From an optimization exercise on the open Yosys and OpenROAD flow, aimed at small area, a short achievable clock period and few clock cycles per item; shortcuts taken in it are not production practice.
RTL that was checked went through simulation tests only; none was proved equivalent to the original.
Power is estimated from default activity; no workload was simulated.

==> flow/design.v (excerpt) <==
module crc_core (
    input  wire        clk,
    input  wire        rst,
    input  wire        cmd_valid,
    output wire        cmd_ready,
    input  wire [31:0] cmd_word,
    output reg         resp_valid,
    input  wire        resp_ready,
    output wire [7:0]  resp_status,
    output reg  [63:0] resp_data
);
    localparam [7:0] OP_CRC_INIT       = 8'h01;
    localparam [7:0] OP_CRC_UPDATE     = 8'h02;
    localparam [7:0] OP_CRC_READ       = 8'h03;
    localparam [7:0] OP_CRC_TABLE_READ = 8'h04;
    wire [7:0]  op  = cmd_word[7:0];
    wire [7:0]  a   = cmd_word[15:8];
    wire [15:0] off = cmd_word[31:16];
    wire [4:0] in_f = {op == OP_CRC_UPDATE,
                       (op == OP_CRC_INIT) && (a == 8'd0),
                       (op == OP_CRC_READ) && (a == 8'd0),
                       op == OP_CRC_TABLE_READ,
                       off == 16'd0};
    reg        h_v, s_v;
    reg        rdy;           
    reg [4:0]  h_f, s_f;
    reg [7:0]  h_x, s_a;
    assign cmd_ready = rdy;
    wire take   = cmd_valid && rdy;
    wire adv    = h_v && (!resp_valid || resp_ready);    
    wire h_free = adv || !h_v;
    wire e_upd  = h_f[4] && h_f[0];
    wire e_init = h_f[3] && h_f[0];
    wire e_read = h_f[2] && h_f[0];
    wire e_tbl  = h_f[1] && h_f[0];
    reg  [63:0] crc_s;
    wire [63:0] t_val;
    crc_engine u_engine (
        .x (h_x),
        .t (t_val)
    );
    wire s_set  = rst || (adv && e_init);
    wire s_step = adv && e_upd;
    always @(posedge clk) begin
        if (s_set)
            crc_s <= 64'hFFFFFFFFFFFFFFFF;
        else if (s_step)
            crc_s <= (crc_s >> 8) ^ t_val;
    end
    wire       n_use = s_v ? s_f[4] : op[1];    
    wire [7:0] n_a   = s_v ? s_a : a;
    wire [7:0] n_s   = s_set ? 8'hFF : (s_step ? crc_s[15:8] : crc_s[7:0]);
    wire [7:0] n_pre = n_a ^ (n_s & {8{n_use}});
    wire [7:0] n_x   = n_pre ^ (t_val[7:0] & {8{n_use && s_step && !s_set}});
    always @(posedge clk) begin
        if (rst) begin
            h_v <= 1'b0;
            s_v <= 1'b0;
            rdy <= 1'b1;
        end else begin
            if (h_free) begin
  ...
==> flow/config.mk <==
export PLATFORM = sky130hd
export DESIGN_NAME = crc_core
export DESIGN_NICKNAME = crc_core
export VERILOG_FILES = /design/flow/design.v
export SDC_FILE = /design/flow/constraint.sdc
export NUM_CORES = 4
export LEC_CHECK = 0
export CAP_MARGIN = 20
export CORE_MARGIN = 2
export CORE_UTILIZATION = 55
export CTS_BUF_LIST = sky130_fd_sc_hd__clkbuf_4 sky130_fd_sc_hd__clkbuf_8
export PLACE_DENSITY = 0.75
export SLEW_MARGIN = 20
export SYNTH_HIERARCHICAL = 1
export SYNTH_MINIMUM_KEEP_SIZE = 0
==> flow/constraint.sdc <==
create_clock -name core_clock -period 8.0 [get_ports {clk}]
set_input_delay 1.6000 -clock core_clock [delete_from_list [all_inputs] [get_ports {clk}]]
set_output_delay 1.6000 -clock core_clock [all_outputs]
set_load 0.01 [all_outputs]
standard.sh (not shown) runs the stock make flow with config.mk's settings and CLKGATE_MAP_FILE= SYNTH_SCRIPT=/design/flow/synth_recipe.tcl, a recipe that flattens the netlist after the stock synthesis.
==> flow/flow/run.sh <==
#!/bin/bash
set -euo pipefail
export BUFFER_PORTS_ARGS="-buffer_cell sky130_fd_sc_hd__buf_1"
export SETUP_SLACK_MARGIN=5.4
bash standard.sh > standard_make.log 2>&1
Testbench counts at the start, summed over its fixed seeds: cycles 9,227, commands 9,211.
Next try:
--- a/flow/flow/run.sh
+++ b/flow/flow/run.sh
@@ -4 +4 @@
-export SETUP_SLACK_MARGIN=5.4
+export SETUP_SLACK_MARGIN=5.3
Result:
- The changed run finished with timing, DRC and antenna clean
- non-clock buffer count came out lower by 12
- maximum frequency is lower by 5.5%
- setup slack degrades by 0.15 ns
- combinational power is lower by 4.8%


## v49
The RTL this note starts from:
==> flow/design.v <==
module crc_engine (
    input  wire [7:0]  x,      
    output wire [63:0] t       
);
    localparam [63:0] POLY_R = 64'hC96C5795D7870F42;   
    function [63:0] table_entry(input [7:0] i);
        reg [63:0] c;
        integer k;
        begin
            c = {56'd0, i};
            for (k = 0; k < 8; k = k + 1)
                c = c[0] ? ((c >> 1) ^ POLY_R) : (c >> 1);
            table_entry = c;
        end
    endfunction
    function [63:0] table_lin(input [7:0] i);
        integer k;
        begin
            table_lin = 64'd0;
            for (k = 0; k < 8; k = k + 1)
                if (i[k])
                    table_lin = table_lin ^ table_entry(8'd1 << k);
        end
    endfunction
    assign t = table_lin(x);
endmodule
module crc_core (
    input  wire        clk,
    input  wire        rst,
    input  wire        cmd_valid,
    output wire        cmd_ready,
    input  wire [31:0] cmd_word,
    output reg         resp_valid,
    input  wire        resp_ready,
    output wire [7:0]  resp_status,
    output wire [63:0] resp_data
);
    localparam [7:0] OP_CRC_INIT       = 8'h01;
    localparam [7:0] OP_CRC_UPDATE     = 8'h02;
    localparam [7:0] OP_CRC_READ       = 8'h03;
    localparam [7:0] OP_CRC_TABLE_READ = 8'h04;
    wire [7:0]  op  = cmd_word[7:0];
    wire [7:0]  a   = cmd_word[15:8];
    wire [15:0] off = cmd_word[31:16];
    wire is_init   = (op == OP_CRC_INIT)       && (off == 16'd0) && (a == 8'd0);
    wire is_update = (op == OP_CRC_UPDATE)     && (off == 16'd0);
    wire is_read   = (op == OP_CRC_READ)       && (off == 16'd0) && (a == 8'd0);
    wire is_table  = (op == OP_CRC_TABLE_READ) && (off == 16'd0);
    reg        s_v;
    reg        s_ill, s_upd, s_init, s_rd, s_tbl, s_op1;
    reg [7:0]  s_a;
    reg        h_ill, h_upd, h_init, h_rd, h_tbl;
    reg [7:0]  h_x;
    assign cmd_ready = !s_v;
    wire take   = cmd_valid && !s_v;
    wire pop    = resp_valid && resp_ready;
    wire h_free = pop || !resp_valid;
    reg  [63:0] crc_s;
    wire [63:0] t_val;
    reg  [63:0] crc_n;
    crc_engine u_engine (
        .x (h_x),
        .t (t_val)
    );
    always @(*) begin
        if (rst || (pop && h_init))
            crc_n = 64'hFFFFFFFFFFFFFFFF;
        else if (pop && h_upd)
            crc_n = (crc_s >> 8) ^ t_val;
        else
            crc_n = crc_s;
    end
    always @(posedge clk)
        crc_s <= crc_n;
    wire       n_op1 = s_v ? s_op1 : op[1];
    wire [7:0] n_a   = s_v ? s_a : a;
    always @(posedge clk) begin
        if (rst) begin
            resp_valid <= 1'b0;
            s_v        <= 1'b0;
        end else begin
            if (h_free) begin
                resp_valid <= s_v || take;
                s_v        <= 1'b0;
                if (s_v) begin
                    h_ill  <= s_ill;
                    h_upd  <= s_upd;
                    h_init <= s_init;
                    h_rd   <= s_rd;
                    h_tbl  <= s_tbl;
                end else begin
                    h_ill  <= !(is_init || is_update || is_read || is_table);
                    h_upd  <= is_update;
                    h_init <= is_init;
                    h_rd   <= is_read;
                    h_tbl  <= is_table;
                end
                h_x <= n_a ^ (crc_n[7:0] & {8{n_op1}});
            end else if (take) begin
                s_v    <= 1'b1;
                s_ill  <= !(is_init || is_update || is_read || is_table);
                s_upd  <= is_update;
                s_init <= is_init;
                s_rd   <= is_read;
                s_tbl  <= is_table;
                s_op1  <= op[1];
                s_a    <= a;
            end
        end
    end
    assign resp_status = {7'd0, h_ill};
    assign resp_data   = ({64{h_rd}} & ~crc_s) | ({64{h_tbl}} & t_val);
endmodule
==> flow/config.mk <==
export PLATFORM = sky130hd
export DESIGN_NAME = crc_core
export DESIGN_NICKNAME = crc_core
export VERILOG_FILES = /design/flow/design.v
export SDC_FILE = /design/flow/constraint.sdc
export NUM_CORES = 4
export LEC_CHECK = 0
export CAP_MARGIN = 20
export CORE_MARGIN = 2
export CORE_UTILIZATION = 55
export CTS_BUF_LIST = sky130_fd_sc_hd__clkbuf_4 sky130_fd_sc_hd__clkbuf_8
export SETUP_SLACK_MARGIN = 4.5
export SLEW_MARGIN = 20
==> flow/constraint.sdc <==
create_clock -name core_clock -period 8.0 [get_ports {clk}]
set_input_delay 1.6000 -clock core_clock [delete_from_list [all_inputs] [get_ports {clk}]]
set_output_delay 1.6000 -clock core_clock [all_outputs]
set_load 0.01 [all_outputs]
==> flow/flow/run.sh <==
#!/bin/bash
set -euo pipefail
export BUFFER_PORTS_ARGS="-buffer_cell sky130_fd_sc_hd__buf_1"
bash standard.sh > standard_make.log 2>&1
Here is what was changed in the inputs of v57 compared with v49.
Settings: SETUP_SLACK_MARGIN removed (was 4.5).
### Flow results
Status | v49 and v57 | clean. Re tightest slew margin relative to the limit: v57 is 3.9 points up on v49. Changes observed in v57 relative to v49: width of the die stayed essentially flat; biggest cell delay along the critical path rose by 340 ps. Post-CTS clock slew at the launch and capture registers of the worst setup and hold paths in v57 is 20 ps below v49. Relative to v49, the worst setup slack of v57 is lower by 420 ps. Higher combined area of the multi-input logic cells goes to v49 over v57. Looking at wire length across both flows, v57 is the stronger of the two, with v49 trailing.
> inputs changed (v57 -> v42)
Settings: a change of CORE_UTILIZATION from 55 to 70; an added SETUP_SLACK_MARGIN of 5.
==> flow/run.sh (new file) <==
#!/bin/bash
# synth_recipe.tcl (not shown) runs the flow's synth.tcl, then flattens the netlist and writes it again
# the make line also repeats each setting of config.mk as NAME=value (left out here)
make -C /OpenROAD-flow-scripts/flow DESIGN_CONFIG=/design/flow/config.mk WORK_HOME=/design/flow/orfs CLKGATE_MAP_FILE= SYNTH_SCRIPT=/design/flow/synth_recipe.tcl finish
removed: flow/flow/run.sh
removed: flow/standard.sh
Notes after the runs:
- Die width: v42 and v57 compared, higher one is v57
- Comparing v42 and v57, the lower half-perimeter wire length of the detailed placement result was measured on v57.
- When the final numbers for v42 and v57 were put side by side, the post-CTS setup buffer count turned out to be smaller in v57.
- Compared to v57, v42 has setup slack at placement 460 ps lower.
- v42 ends up with a initial standard-cell utilization of the core that is 15 points higher than in v57.
- clock tree synthesis (4_1_cts): v42 exited with error
No run of this note included a check of the RTL's function; only the layout flow was run.

[re-timing with driven ports]
How much do the figures lean on ideal ports? The routed layouts below were timed once more, with nothing changed but the port constraints. Step 1, drivers: a clkbuf_16 drives clk and a buf_2 each remaining input, both assumed. Step 2 adds t to the input delays and takes it off the output delays; t is the mean of the earliest and latest rising clock arrival at the registers after step 1. Input paths then give back, and output paths get back, about the clock's delay inside the block. a / b / c = no drivers / after step 1 / after step 2; a / b = the first two.
| run | shift t [ns] | slack for setup (ns) | worst data-port slew with drivers (ns) | cell pins on the clock port's net |
|---|---|---|---|---|
| the first run of note 1 | 0.504 | 5.390 / 5.352 / 5.004 | 0.03 | 1 |
| the second run of note 1 | 0.494 | 5.237 / 5.237 / 4.952 | 0.03 | 1 |
| v49 | 0.413 | 3.977 / 3.947 / 4.205 | 0.05 | 1 |
| v57 | 0.412 | 3.559 / 3.524 / 3.936 | 0.04 | 1 |
After both steps setup and hold are still met in every run listed. The setup slack of the first run of note 1, which loses most, moves by -0.038 ns with the drivers and by -0.386 ns with both steps.
